What follows belongs to an exercise in optimizing a design on an open flow for small area; a production flow would make more cautious choices.
Function was checked by simulation only, so behaviour that the tests miss may differ from the original.
The clock port is modelled as an ideal driver, which makes a skipped or thinned clock tree look cheaper than it is; a real chip needs a root buffer or a tree.
Power and IR drop assume default switching activity.

== run A ==
## cie_cpu
module cie_cpu (
    input  wire        clk,
    input  wire        rst,           
    output wire        mem_req,
    output wire        mem_we,
    output wire [15:0] mem_addr,
    output wire [15:0] mem_wdata,
    input  wire        mem_ready,
    input  wire [15:0] mem_rdata,
    output wire        in_ready,
    input  wire        in_valid,
    input  wire [15:0] in_data,
    output wire        out_valid,
    output wire [15:0] out_data,
    output wire        halted,
    output wire        err,
    output wire [15:0] err_word,
    output wire [15:0] acc,
    output wire [15:0] ix,
    output wire [15:0] pc,
    output wire        flag_e,
    output wire        alu_z,
    output wire        alu_n,
    output wire        alu_c,
    output wire        alu_v
);
Size: about 370 cells after synthesis, about 83 flip-flops, roughly 160 I/O pins, roughly 4000 um2 of cells after synthesis.
Settings: LEC_CHECK=0, CAP_MARGIN=20, CORE_MARGIN=2, CORE_UTILIZATION=60, SLEW_MARGIN=20; clock period 10.0 ns.
standard.sh (not shown) runs the stock make flow with config.mk's settings and CLKGATE_MAP_FILE= SYNTH_SCRIPT=/design/flow/synth_recipe.tcl, a recipe that flattens the netlist after the stock synthesis.
==> flow/flow/run.sh <==
#!/bin/bash
# The standard layout (standard.sh, the standard flow's own make of ORFS), with three changes:
#  - synthesis is synth_recipe.tcl unchanged except that its final ABC mapping
#    runs flow/area.abc, an area-oriented script, in place of ORFS's abc_speed
#    script (the registers come from dfflibmap before ABC and do not change);
#  - the ports are buffered by the smallest buffer cell (every input and output
#    port still gets its own buffer);
#  - the clock is buffered by flow/clk.tcl (three clkbuf_16 next to the three
#    groups of flip-flops they drive) in place of TritonCTS's H-tree.
# Each tool's output goes to flow.log (make and the tools it runs) and to ORFS's
# own logs under orfs/logs/.
set -euo pipefail
W="$PWD"
cat > "$W/synth_area.tcl" <<EOT
proc abc {args} {
  set i [lsearch -exact \$args -script]
  if {\$i >= 0} { lset args [expr {\$i + 1}] $W/flow/area.abc }
  yosys abc {*}\$args
}
source $W/synth_recipe.tcl
EOT
export PRE_CTS_TCL="$W/flow/clk.tcl"
bash standard.sh "SYNTH_SCRIPT=$W/synth_area.tcl" \
  "BUFFER_PORTS_ARGS=-buffer_cell sky130_fd_sc_hd__buf_1" \
  "PRE_CTS_TCL=$W/flow/clk.tcl" finish > flow.log 2>&1
Other scripts of this flow, unchanged in this note and not shown: flow/flow/area.abc, flow/flow/clk.tcl
Edits applied to the flow inputs when going from run A to run B:
-- flow/design.v --
<<< run A, line 100
    wire ex      = (st == S_EXEC);
    wire flagpass = ex & o_shift;                      
    wire add_x   = o_ldx | o_onix;
    wire add_a   = st_copy ? p0 : add_x ? x0 : a0;
    wire b_zero  = st_copy | o_incdec;
    wire b_inv   = !st_copy & (o_subl | o_dec);
    wire cin0    = st_copy | o_subl | (o_incdec & !o_dec);
    wire add_b   = (m0 & !b_zero) ^ b_inv;
    wire add_ci  = t0 ? cin0 : cy;
    wire sum     = add_a ^ add_b ^ add_ci;
    wire cout    = (add_a & add_b) | (add_a & add_ci) | (add_b & add_ci);
    reg [3:0] tt;
    always @(*) begin
        if (o_ld | o_in)  tt = 4'b1010;                
        else if (o_and)   tt = 4'b1000;
        else if (o_or)    tt = 4'b1110;
        else if (o_xor)   tt = 4'b0110;
        else              tt = 4'b1100;                
    end
    wire lg  = tt[{a0, m0}];
    wire res = (o_add | o_subl) ? sum : lg;
    wire [4:0] tn   = {1'b0, t} + {1'b0, r_mar[3:0]};
    wire       big  = |r_mar[15:4];
>>> run B, line 100
    wire ex      = (st == S_EXEC);
    wire flagpass = ex & o_shift;                      
    wire add_x   = (st == S_ADDX) | (ex & o_onix);
    wire add_a   = st_copy ? p0 : add_x ? x0 : a0;
    wire b_zero  = st_copy | o_incdec;
    wire b_inv   = ex & (o_subl | o_dec);
    wire cin0    = st_copy | (ex & ((o_subl) | (o_incdec & !o_dec)));
    wire add_b   = (m0 & !b_zero) ^ b_inv;
    wire add_ci  = t0 ? cin0 : cy;
    wire sum     = add_a ^ add_b ^ add_ci;
    wire cout    = (add_a & add_b) | (add_a & add_ci) | (add_b & add_ci);
    reg res;
    always @(*) begin
        if (o_and)        res = a0 & m0;
        else if (o_or)    res = a0 | m0;
        else if (o_xor)   res = a0 ^ m0;
        else if (o_shift) res = a0;
        else              res = sum;
    end
    wire [4:0] tn   = {1'b0, t} + {1'b0, r_mar[3:0]};
    wire       big  = |r_mar[15:4];
<<< run A, line 129
    wire acc_in = clr ? 1'b0 :
                  sha ? (a0 & !scond & o_lsl) :
                  ex ? ((o_add | o_sub | (o_incdec & !o_onix)) ? sum : lg) : a0;
    wire ix_sh  = pass;
    wire ix_in  = clr ? 1'b0 :
>>> run B, line 127
    wire acc_in = clr ? 1'b0 :
                  sha ? (a0 & !scond & o_lsl) :
                  (ex & (o_ld | o_in)) ? m0 :
                  (ex & o_incdec & !o_onix) ? sum :
                  (ex & (o_alu | o_shift) & !o_cmp) ? res : a0;
    wire ix_sh  = pass;
    wire ix_in  = clr ? 1'b0 :
<<< run A, line 141
    wire mar_sh = pass & !sha & !shb;
    wire mar_in = st_copy ? p0 :
                  (st == S_ADDX) ? sum : (m0 & !t[3]);    
    wire mar_ld = ((st == S_LOADI) | (st == S_LOADM) | (st == S_RD1) | (st == S_RD2)) & mem_ready;
    wire in_ld  = (st == S_IN) & in_valid;
>>> run B, line 141
    wire mar_sh = pass & !sha & !shb;
    wire mar_in = st_copy ? p0 :
                  (st == S_MASK) ? (m0 & !t[3]) :
                  (st == S_ADDX) ? sum : m0;
    wire mar_ld = ((st == S_LOADI) | (st == S_LOADM) | (st == S_RD1) | (st == S_RD2)) & mem_ready;
    wire in_ld  = (st == S_IN) & in_valid;
Worst hold slack ended up 0.0057 ns higher on run B than on run A. Compared with run A, run B is the less power-hungry design. In run B, area after synthesis is higher than in run A. Fraction of power consumed by combinational cells: run B < run A. For the DRC violation total after the first TritonRoute iteration, run B came in 21% higher than run A did. Compared with run A, run B shows layout multi-input combinational cell count higher by about 2.3%. Relative to run A, total area of multi-input combinational cells has gone up in run B. Relative to run A, the power per unit of standard cell area measured on run B has decreased by more than 10%.
No run of this note takes its clock network from TritonCTS; it comes from the design's own scripts or RTL.

==> what the ideal ports hide <==
In the flow no input, the clock included, has a driving cell. The finished layouts below were timed again as built, in two steps. Step 1 assumes that a clkbuf_16 drives the clock port and a buf_2 every other input. Step 2 moves the port delays by t, midway between the first and last clock arrival at a register: inputs arrive t later, outputs are due t later. That takes back most of the time a late clock gives input paths. a / b / c = ideal ports / drivers / drivers and shift; a / b = the first two.
| run | shift t [ns] | setup WS [ns] | hold WS [ns] | latest minus earliest clock arrival (ns) | worst register clock-pin slew, ns |
|---|---|---|---|---|---|
| run A | 0.219 | 5.465 / 5.470 / 5.288 | 0.451 / 0.451 / 0.451 | 0.031 / 0.030 | 0.11 / 0.11 |
| run B | 0.223 | 4.693 / 4.693 / 4.693 | 0.456 / 0.456 / 0.456 | 0.027 / 0.027 | 0.12 / 0.12 |
After both steps setup and hold are still met in every run listed. For run A, which loses most, drivers alone change the setup slack by +0.005 ns; drivers and shift together by -0.177 ns.
